What follows belongs to an exercise in optimizing a design on an open flow for small area, a short achievable clock period and few clock cycles per item; a production flow would make more cautious choices.
RTL that was checked went through simulation tests only; none was proved equivalent to the original.
Power is estimated from default activity; no workload was simulated.

==> module sscore_dec, before the edit <==
module sscore_dec (
    input             clk,
    input             rst,         
    input             start,
    input      [47:0] in_len,
    output            idle,
    output            done,
    output     [2:0]  err,
    input             in_valid,
    output            in_ready,
    input      [20:0] in_cp,
    output            out_valid,
    input             out_ready,
    output      [7:0] out_data
);
    localparam [2:0] E_NONE      = 3'd0,
                     E_HEADER    = 3'd1,    
                     E_RANGE     = 3'd2,    
                     E_LENGTH    = 3'd3,    
                     E_BODY      = 3'd5;    
    reg         idle_r;      
    reg         done_r;      
    reg  [2:0]  err_r;
    localparam LW = 8, UW = 40;
    reg  [5:0]    ph;        
    reg  [LW-1:0] rlo;       
    reg  [UW-1:0] rup;       
    reg           rpend;     
    reg           rbr;       
    reg  [2:0]    st;        
    reg  [LW-1:0] hlo;       
    reg  [UW-1:0] hup;       
    reg           hpend;     
    reg           hpass;     
    reg           hbr;       
    reg           uf;        
    reg         oor;         
    reg         mb;          
    reg         rdy_o;       
    reg         busy;        
    reg         kpat;        
    reg         kff;         
    reg  [10:0] rcnt;        
    reg  [7:0]  q;           
    reg         ovalid;
    reg  [7:0]  obyte;
    reg         zfe;         
    assign idle      = idle_r;
    assign done      = done_r;
    assign err       = err_r;
    assign in_ready  = rdy_o;
    assign out_valid = ovalid;
    assign out_data  = obyte;
    wire        rdy     = !busy;
    wire        push    = in_valid && rdy;
    wire        oa      = !ovalid || out_ready;      
    wire        take    = ovalid && out_ready;       
    wire [11:0] sym     = in_cp[11:0];
    wire        inrange = (in_cp[20:12] == 9'h00E);    
    wire [1:0]  pst     = st[1:0];
    wire        body    = push && st[2];
    wire        head    = (pst == 2'd0);
    wire        t_lit   = body && head && (sym[11:10] == 2'b00);
    wire        t_zf    = body && head && (sym[11] ^ sym[10]);
    wire        t_pat   = body && head && (sym[11:10] == 2'b11);
    wire        t_a     = body && (pst == 2'd1);
    wire        t_b     = body && (pst == 2'd2);
    wire        bad     = body && (head ? (sym[11:8] == 4'b0001 || sym[11:9] == 3'b001)
                                        : (sym[11:8] != 4'b0000));
    wire        rc_zero = (rcnt == 11'd0);
    wire        rc_odd  = rcnt[0];
    wire        zf_nz   = (sym[9:0] != 10'd0);
    wire        x_emit  = !rdy && oa;
    wire [7:0]  x_byte  = kpat ? q : {8{kff}};
    wire [10:0] dec_out = rcnt - 11'd1;
    wire        dec_z   = (rcnt[10:2] == 9'd0) &&
                          (rcnt[1:0] == ((!kpat && zfe) ? 2'd2 : 2'd1));
    wire        len_one = (sym[9:0] == 10'd1);
    wire        ph0     = (ph == 6'd0);
    wire        phl     = (ph == UW - 1);
    wire [LW-1:0] rlo_t, hlo_t;
    genvar gi;
    generate
        for (gi = 0; gi < LW; gi = gi + 1) begin : g_borrow
            if (gi == 0) begin : g0
                assign rlo_t[gi] = push;
                assign hlo_t[gi] = take;
            end else begin : gn
                assign rlo_t[gi] = push && (rlo[gi-1:0] == {gi{1'b0}});
                assign hlo_t[gi] = take && (hlo[gi-1:0] == {gi{1'b0}});
            end
        end
    endgenerate
    wire        rlo_z   = (rlo == {LW{1'b0}});
    wire        hlo_z   = (hlo == {LW{1'b0}});
    wire        rup_z   = (rup == {UW{1'b0}});
    wire        hup_z   = (hup == {UW{1'b0}});
    wire        rbc     = ph0 ? rpend : rbr;       
    wire        hrot    = ph0 ? hpend : hpass;     
    wire        hbc     = ph0 ? hpend : hbr;       
    wire        rem_z   = rup_z && rlo_z;
    wire        hsh     = push && !st[2];
    wire [47:0] hshift  = {hup[35-LW:0], hlo, sym};
    wire        fin     = !idle_r && !done_r && rem_z && rdy && oa;
    wire        e_head  = t_lit || (t_zf && zf_nz);
    wire        e_pat   = (t_a || t_b) && !rc_zero;
    wire        emit    = oa && (x_emit || e_head || e_pat);
    reg         rdy_n;
    always @(*) begin
        rdy_n = rdy;
        if (x_emit && (dec_z || pst == 2'd2)) rdy_n = 1'b1;
        if (t_a && !rc_zero && !oa) rdy_n = 1'b0;
        if (t_lit && !oa) rdy_n = 1'b0;
        if (t_zf && zf_nz) rdy_n = oa && len_one;
        if (t_b && !rc_zero) rdy_n = oa && dec_z;
    end
    always @(posedge clk) begin
        if (rst) begin
            idle_r <= 1'b1;
            done_r <= 1'b0;
            rdy_o  <= 1'b1;
            busy   <= 1'b0;
            ovalid <= 1'b0;
        end else begin
            idle_r <= idle_r ? !start : done_r;
            done_r <= fin;
            rdy_o  <= rdy_n;
            busy   <= !rdy_n;
            ovalid <= emit || (ovalid && !out_ready);
        end
    end
    always @(posedge clk) begin
        err_r <= oor                                           ? E_RANGE  :
                 !st[2]                                        ? E_HEADER :
                 (mb || !head)                                 ? E_BODY   :
                 (uf || !hup_z || hpend || hpass ||
                  (hlo != {{(LW-1){1'b0}}, ovalid})) ? E_LENGTH :
                                                                 E_NONE;
        if (oa)
            obyte <= !rdy             ? x_byte :
                     (sym[11] ^ sym[10]) ? {8{sym[11]}} :
                                        sym[7:0];
        if ((pst != 2'd2) ? (rdy || oa) : (rdy && push && !oa))
            q <= rdy ? sym[7:0] : obyte;
        if (rdy && head) begin
            kpat <= !(sym[11] ^ sym[10]);
            kff  <= sym[11];
            zfe  <= oa;
        end
        if (!rdy) begin
            if (oa) rcnt <= dec_out;
        end else if (head) begin
            rcnt <= (sym[11:10] == 2'b11) ? {sym[9:0], 1'b0} :
                    (sym[11:10] == 2'b00) ? 11'd1 :
                                            {1'b0, sym[9:0]};
        end else if ((t_a || t_b) && !rc_zero && oa) begin
            rcnt <= dec_out;
        end
        if (idle_r) begin
            mb  <= 1'b0;
            oor <= 1'b0;
        end else begin
            if (push && !inrange) oor <= 1'b1;
            if (bad) mb <= 1'b1;
            if (t_pat) st[1:0] <= 2'd1;
            if (t_a) st[1:0] <= 2'd2;
            if (t_b) st[1:0] <= 2'd0;
        end
        if (idle_r) begin
            st    <= 3'd0;
            uf    <= 1'b0;
            hpend <= 1'b0;
            hpass <= 1'b0;
        end else begin
            if (hsh) st <= st + 3'd1;
            if (take && hlo_z && hup_z) uf <= 1'b1;
            hpend <= (hpend && !ph0) || (take && hlo_z);
            hpass <= hrot && !phl;
        end
        hlo <= hsh ? hshift[LW-1:0] : (hlo ^ hlo_t);
        if (hsh) hup <= hshift[47:LW];
        else if (hrot) hup <= {hup[0] ^ hbc, hup[UW-1:1]};
        hbr <= hbc && !hup[0];
        ph    <= (idle_r || phl) ? 6'd0 : ph + 6'd1;
        rlo   <= idle_r ? in_len[LW-1:0] : (rlo ^ rlo_t);
        rup   <= idle_r ? in_len[47:LW] : {rup[0] ^ rbc, rup[UW-1:1]};
        rbr   <= rbc && !rup[0];
        rpend <= !idle_r && ((rpend && !ph0) || (push && rlo_z));
    end
endmodule
clock: 8.0 ns
lec_check: 0
cap_margin: 20
core_margin: 2
core_utilization: 40
slew_margin: 20
standard.sh (not shown) runs the stock make flow with config.mk's settings and CLKGATE_MAP_FILE= SYNTH_SCRIPT=/design/flow/synth_recipe.tcl, a recipe that flattens the netlist after the stock synthesis.
==> flow/flow/run.sh <==
#!/bin/bash
# Own flow: the standard layout, with the port buffers made from the
# smallest buffer cell, a clock tree of clkbuf_8 without dummy loads, and
# timing repair aiming for more setup slack than the 8 ns clock needs.
set -o pipefail
export BUFFER_PORTS_ARGS="-buffer_cell sky130_fd_sc_hd__buf_1"
export CTS_ARGS="-sink_clustering_enable -repair_clock_nets -dont_use_dummy_load -buf_list {sky130_fd_sc_hd__clkbuf_4 sky130_fd_sc_hd__clkbuf_8}"
export SETUP_SLACK_MARGIN=5.3
bash standard.sh > standard.log 2>&1
Testbench counts at the start, summed over its fixed seeds: cycles 65,160, bytes 62,998.
Next try:
--- a/flow/design.v
+++ b/flow/design.v
@@ -33,28 +33,26 @@
     reg           hpend;     
     reg           hpass;     
     reg           hbr;       
     reg           uf;        
     reg         oor;         
     reg         mb;          
-    reg         rdy_o;       
-    reg         busy;        
+    reg         rdy;         
     reg         kpat;        
     reg         kff;         
     reg  [10:0] rcnt;        
     reg  [7:0]  q;           
     reg         ovalid;
     reg  [7:0]  obyte;
     reg         zfe;         
     assign idle      = idle_r;
     assign done      = done_r;
     assign err       = err_r;
-    assign in_ready  = rdy_o;
+    assign in_ready  = rdy;
     assign out_valid = ovalid;
     assign out_data  = obyte;
-    wire        rdy     = !busy;
     wire        push    = in_valid && rdy;
     wire        oa      = !ovalid || out_ready;      
     wire        take    = ovalid && out_ready;       
     wire [11:0] sym     = in_cp[11:0];
     wire        inrange = (in_cp[20:12] == 9'h00E);    
     wire [1:0]  pst     = st[1:0];
@@ -115,20 +113,18 @@
         if (t_b && !rc_zero) rdy_n = oa && dec_z;
     end
     always @(posedge clk) begin
         if (rst) begin
             idle_r <= 1'b1;
             done_r <= 1'b0;
-            rdy_o  <= 1'b1;
-            busy   <= 1'b0;
+            rdy    <= 1'b1;
             ovalid <= 1'b0;
         end else begin
             idle_r <= idle_r ? !start : done_r;
             done_r <= fin;
-            rdy_o  <= rdy_n;
-            busy   <= !rdy_n;
+            rdy    <= rdy_n;
             ovalid <= emit || (ovalid && !out_ready);
         end
     end
     always @(posedge clk) begin
         err_r <= oor                                           ? E_RANGE  :
                  !st[2]                                        ? E_HEADER :
Effect: Via count came out lower by 7.8%. Clock-buffer cell count stays the same. Sequential cell count came out lower by 1. Setup slack degrades by 23 ps. Global-route usage came out lower by 0.86 points. Final cell count came out lower by 8.6%. Clock skew is about the same. Maximum frequency came out lower by 0.84%. Wire length came out lower by 8.1%. Cell area came out lower by 1.1%. Die area came out lower by 0.46%.
No functional check of the RTL was part of the second run of this note.

========
## v8
The RTL this note starts from:
==> flow/design.v <==
module sscore_dec (
    input             clk,
    input             rst,         
    input             start,
    input      [47:0] in_len,
    output            idle,
    output            done,
    output     [2:0]  err,
    input             in_valid,
    output            in_ready,
    input      [20:0] in_cp,
    output            out_valid,
    input             out_ready,
    output      [7:0] out_data
);
    localparam [2:0] E_NONE      = 3'd0,
                     E_HEADER    = 3'd1,    
                     E_RANGE     = 3'd2,    
                     E_LENGTH    = 3'd3,    
                     E_BODY      = 3'd5;    
    reg         idle_r;      
    reg         done_r;      
    reg  [2:0]  err_r;
    localparam LW = 12, UW = 36;
    reg  [5:0]    ph;        
    reg  [LW-1:0] rlo;       
    reg  [UW-1:0] rup;       
    reg           rpend;     
    reg           rbr;       
    reg  [2:0]    st;        
    reg  [LW-1:0] hlo;       
    reg  [UW-1:0] hup;       
    reg           hpend;     
    reg           hpass;     
    reg           hbr;       
    reg           hsh_d;     
    reg           uf;        
    reg         oor;         
    reg         mb;          
    reg         rdy_o;       
    reg         busy;        
    reg         kpat;        
    reg         kff;         
    reg  [10:0] rcnt;        
    reg  [7:0]  q;           
    reg         ovalid;
    reg  [7:0]  obyte;
    reg         zfe;         
    assign idle      = idle_r;
    assign done      = done_r;
    assign err       = err_r;
    assign in_ready  = rdy_o;
    assign out_valid = ovalid;
    assign out_data  = obyte;
    wire        rdy     = !busy;
    wire        push    = in_valid && rdy;
    wire        oa      = !ovalid || out_ready;      
    wire        take    = ovalid && out_ready;       
    wire [11:0] sym     = in_cp[11:0];
    wire        inrange = (in_cp[20:12] == 9'h00E);    
    wire [1:0]  pst     = st[1:0];
    wire        body    = push && st[2];
    wire        head    = (pst == 2'd0);
    wire        t_lit   = body && head && (sym[11:10] == 2'b00);
    wire        t_zf    = body && head && (sym[11] ^ sym[10]);
    wire        t_pat   = body && head && (sym[11:10] == 2'b11);
    wire        t_a     = body && (pst == 2'd1);
    wire        t_b     = body && (pst == 2'd2);
    wire        bad     = body && (head ? (sym[11:8] == 4'b0001 || sym[11:9] == 3'b001)
                                        : (sym[11:8] != 4'b0000));
    wire        rc_zero = (rcnt == 11'd0);
    wire        rc_odd  = rcnt[0];
    wire        zf_nz   = (sym[9:0] != 10'd0);
    wire        x_emit  = !rdy && oa;
    wire [7:0]  x_byte  = kpat ? q : {8{kff}};
    wire [10:0] dec_out = rcnt - 11'd1;
    wire        dec_z   = (rcnt[10:2] == 9'd0) &&
                          (rcnt[1:0] == ((!kpat && zfe) ? 2'd2 : 2'd1));
    wire        len_one = (sym[9:0] == 10'd1);
    wire        ph0     = (ph == 6'd0);
    wire        phl     = (ph == UW - 1);
    wire [LW-1:0] rlo_t, hlo_t;
    genvar gi;
    generate
        for (gi = 0; gi < LW; gi = gi + 1) begin : g_borrow
            if (gi == 0) begin : g0
                assign rlo_t[gi] = push;
                assign hlo_t[gi] = take;
            end else begin : gn
                assign rlo_t[gi] = push && (rlo[gi-1:0] == {gi{1'b0}});
                assign hlo_t[gi] = take && (hlo[gi-1:0] == {gi{1'b0}});
            end
        end
    endgenerate
    wire        rlo_z   = (rlo == {LW{1'b0}});
    wire        hlo_z   = (hlo == {LW{1'b0}});
    wire        rup_z   = (rup == {UW{1'b0}});
    wire        hup_z   = (hup == {UW{1'b0}});
    wire        rbc     = ph0 ? rpend : rbr;       
    wire        hrot    = ph0 ? hpend : hpass;     
    wire        hbc     = ph0 ? hpend : hbr;       
    wire        rem_z   = rup_z && rlo_z;
    wire        hsh     = push && !st[2];
    wire        fin     = !idle_r && !done_r && rem_z && rdy && oa;
    wire        e_head  = t_lit || (t_zf && zf_nz);
    wire        e_pat   = (t_a || t_b) && !rc_zero;
    wire        emit    = oa && (x_emit || e_head || e_pat);
    reg         rdy_n;
    always @(*) begin
        rdy_n = rdy;
        if (x_emit && (dec_z || pst == 2'd2)) rdy_n = 1'b1;
        if (t_a && !rc_zero && !oa) rdy_n = 1'b0;
        if (t_lit && !oa) rdy_n = 1'b0;
        if (t_zf && zf_nz) rdy_n = oa && len_one;
        if (t_b && !rc_zero) rdy_n = oa && dec_z;
    end
    always @(posedge clk) begin
        if (rst) begin
            idle_r <= 1'b1;
            done_r <= 1'b0;
            rdy_o  <= 1'b1;
            busy   <= 1'b0;
            ovalid <= 1'b0;
        end else begin
            idle_r <= idle_r ? !start : done_r;
            done_r <= fin;
            rdy_o  <= rdy_n;
            busy   <= !rdy_n;
            ovalid <= emit || (ovalid && !out_ready);
        end
    end
    always @(posedge clk) begin
        err_r <= oor                                           ? E_RANGE  :
                 !st[2]                                        ? E_HEADER :
                 (mb || !head)                                 ? E_BODY   :
                 (uf || !hup_z || hpend || hpass ||
                  (hlo != {{(LW-1){1'b0}}, ovalid})) ? E_LENGTH :
                                                                 E_NONE;
        if (oa)
            obyte <= !rdy             ? x_byte :
                     (sym[11] ^ sym[10]) ? {8{sym[11]}} :
                                        sym[7:0];
        if ((pst != 2'd2) ? (rdy || oa) : (rdy && push && !oa))
            q <= rdy ? sym[7:0] : obyte;
        if (rdy && head) begin
            kpat <= !(sym[11] ^ sym[10]);
            kff  <= sym[11];
            zfe  <= oa;
        end
        if (!rdy) begin
            if (oa) rcnt <= dec_out;
        end else if (head) begin
            rcnt <= (sym[11:10] == 2'b11) ? {sym[9:0], 1'b0} :
                    (sym[11:10] == 2'b00) ? 11'd1 :
                                            {1'b0, sym[9:0]};
        end else if ((t_a || t_b) && !rc_zero && oa) begin
            rcnt <= dec_out;
        end
        if (idle_r) begin
            mb  <= 1'b0;
            oor <= 1'b0;
        end else begin
            if (push && !inrange) oor <= 1'b1;
            if (bad) mb <= 1'b1;
            if (t_pat) st[1:0] <= 2'd1;
            if (t_a) st[1:0] <= 2'd2;
            if (t_b) st[1:0] <= 2'd0;
        end
        if (idle_r) begin
            st    <= 3'd0;
            uf    <= 1'b0;
            hpend <= 1'b0;
            hpass <= 1'b0;
        end else begin
            if (hsh) st <= st + 3'd1;
            if (take && hlo_z && hup_z) uf <= 1'b1;
            hpend <= (hpend && !ph0) || (take && hlo_z);
            hpass <= hrot && !phl;
        end
        hsh_d <= hsh && (st[1:0] != 2'd3) && !idle_r;
        hlo <= hsh ? sym : (hlo ^ hlo_t);
        if (hsh_d) hup <= {hup[UW-13:0], hlo};
        else if (hrot) hup <= {hup[0] ^ hbc, hup[UW-1:1]};
        hbr <= hbc && !hup[0];
        ph    <= (idle_r || phl) ? 6'd0 : ph + 6'd1;
        rlo   <= idle_r ? in_len[LW-1:0] : (rlo ^ rlo_t);
        rup   <= idle_r ? in_len[47:LW] : {rup[0] ^ rbc, rup[UW-1:1]};
        rbr   <= rbc && !rup[0];
        rpend <= !idle_r && ((rpend && !ph0) || (push && rlo_z));
    end
endmodule
Settings: LEC_CHECK=0, CAP_MARGIN=20, CORE_MARGIN=2, CORE_UTILIZATION=40, SLEW_MARGIN=20; clock period 8.0 ns.
==> flow/flow/run.sh <==
#!/bin/bash
# Own flow: the standard layout, with the port buffers made from the
# smallest buffer cell, a clock tree of clkbuf_8 without dummy loads, and
# timing repair aiming for more setup slack than the 8 ns clock needs.
set -o pipefail
export BUFFER_PORTS_ARGS="-buffer_cell sky130_fd_sc_hd__buf_1"
export CTS_ARGS="-sink_clustering_enable -repair_clock_nets -dont_use_dummy_load -buf_list {sky130_fd_sc_hd__clkbuf_4 sky130_fd_sc_hd__clkbuf_8}"
export SETUP_SLACK_MARGIN=5.5
bash standard.sh > standard.log 2>&1
Setup changes, v8 to v31
diff --git a/flow/design.v b/flow/design.v
--- a/flow/design.v
+++ b/flow/design.v
@@ -21,7 +21,7 @@
     reg         idle_r;      
     reg         done_r;      
     reg  [2:0]  err_r;
-    localparam LW = 12, UW = 36;
+    localparam LW = 8, UW = 40;
     reg  [5:0]    ph;        
     reg  [LW-1:0] rlo;       
     reg  [UW-1:0] rup;       
@@ -33,14 +33,12 @@
     reg           hpend;     
     reg           hpass;     
     reg           hbr;       
-    reg           hsh_d;     
     reg           uf;        
     reg         oor;         
     reg         mb;          
     reg         rdy_o;       
     reg         busy;        
     reg         kpat;        
-    reg         kff;         
     reg  [10:0] rcnt;        
     reg  [7:0]  q;           
     reg         ovalid;
@@ -72,7 +70,7 @@
     wire        rc_odd  = rcnt[0];
     wire        zf_nz   = (sym[9:0] != 10'd0);
     wire        x_emit  = !rdy && oa;
-    wire [7:0]  x_byte  = kpat ? q : {8{kff}};
+    wire [7:0]  h_byte  = (sym[11] ^ sym[10]) ? {8{sym[11]}} : sym[7:0];
     wire [10:0] dec_out = rcnt - 11'd1;
     wire        dec_z   = (rcnt[10:2] == 9'd0) &&
                           (rcnt[1:0] == ((!kpat && zfe) ? 2'd2 : 2'd1));
@@ -101,6 +99,7 @@
     wire        hbc     = ph0 ? hpend : hbr;       
     wire        rem_z   = rup_z && rlo_z;
     wire        hsh     = push && !st[2];
+    wire [47:0] hshift  = {hup[35-LW:0], hlo, sym};
     wire        fin     = !idle_r && !done_r && rem_z && rdy && oa;
     wire        e_head  = t_lit || (t_zf && zf_nz);
     wire        e_pat   = (t_a || t_b) && !rc_zero;
@@ -137,14 +136,11 @@
                   (hlo != {{(LW-1){1'b0}}, ovalid})) ? E_LENGTH :
                                                                  E_NONE;
         if (oa)
-            obyte <= !rdy             ? x_byte :
-                     (sym[11] ^ sym[10]) ? {8{sym[11]}} :
-                                        sym[7:0];
-        if ((pst != 2'd2) ? (rdy || oa) : (rdy && push && !oa))
-            q <= rdy ? sym[7:0] : obyte;
+            obyte <= rdy ? h_byte : q;
+        if ((pst != 2'd2) ? (rdy || (oa && kpat)) : (rdy && push && !oa))
+            q <= rdy ? h_byte : obyte;
         if (rdy && head) begin
             kpat <= !(sym[11] ^ sym[10]);
-            kff  <= sym[11];
             zfe  <= oa;
         end
         if (!rdy) begin
@@ -177,9 +173,8 @@
             hpend <= (hpend && !ph0) || (take && hlo_z);
             hpass <= hrot && !phl;
         end
-        hsh_d <= hsh && (st[1:0] != 2'd3) && !idle_r;
-        hlo <= hsh ? sym : (hlo ^ hlo_t);
-        if (hsh_d) hup <= {hup[UW-13:0], hlo};
+        hlo <= hsh ? hshift[LW-1:0] : (hlo ^ hlo_t);
+        if (hsh) hup <= hshift[47:LW];
         else if (hrot) hup <= {hup[0] ^ hbc, hup[UW-1:1]};
         hbr <= hbc && !hup[0];
         ph    <= (idle_r || phl) ? 6'd0 : ph + 6'd1;
## What came out
v31 reached the end of the flow, and the finished layout is clean on the timing, design-rule and antenna checks. v8 completed every stage of the flow, and the final layout passed the timing, design-rule and antenna checks. Relative to v8, minimum clock period after layout has increased by 0.022 ns in v31. The number of filler cells placed in the layout reported for v31 is smaller than that of v8 by 0.84%. Going from v8 to v31, total of flip-flops plus latches after synthesis shrank slightly. Taking v8 as the reference, in v31 final net count higher; clock-pin slew of the registers on the worst-case setup and hold paths roughly the same. v31 vs v8: first-iteration DRC count up by more than half. Sum of routed wire segments on met1 (v31 vs. v8) increases by a few percent. v31 vs. v8: proportion of power drawn by the clock network -0.8 points; met3 routing resource usage after global routing up 1.2 points. v31 ended up with idle_r as its launch point of the critical path; v8 ended up with obyte[1]. Non-clock buffer count shrinks slightly when moving from v8 to v31. v31 leaves less setup margin than v8. Compared with v8, v31 shows a non-filler instance count after layout that is about 5% higher. Pin slew with the least headroom to its limit, v31 and v8, higher one = v8.
Function was not checked in any run of this note: the RTL went through the layout flow alone.

## what the ideal ports hide
How much do the figures lean on ideal ports? The routed layouts below were timed once more, with nothing changed but the port constraints. Step 1 sets driving cells, clkbuf_16 on the clock port and buf_2 on the other inputs (assumed; they add their load-dependent delay and slew). Step 2 times the ports against the registers' clock, not the clock port: input delays grow and output delays shrink by t, the midpoint of the rising clock arrivals with the driver on. Slacks: no drivers / after step 1 / after step 2; pairs: no drivers / after step 1.
| run | t, ns | slack for setup (ns) | clock arrival spread, ns |
|---|---|---|---|
| the first run of note 1 | 0.474 | 5.307 / 5.301 / 4.827 | 0.028 / 0.028 |
| the second run of note 1 | 0.464 | 5.284 / 5.247 / 4.949 | 0.031 / 0.032 |
| v8 | 0.458 | 5.417 / 5.384 / 5.014 | 0.036 / 0.037 |
| v31 | 0.473 | 5.395 / 5.357 / 4.977 | 0.022 / 0.022 |
After both steps every run listed still meets setup and hold. For the first run of note 1, which loses most, drivers alone change the setup slack by -0.006 ns; drivers and shift together by -0.480 ns.
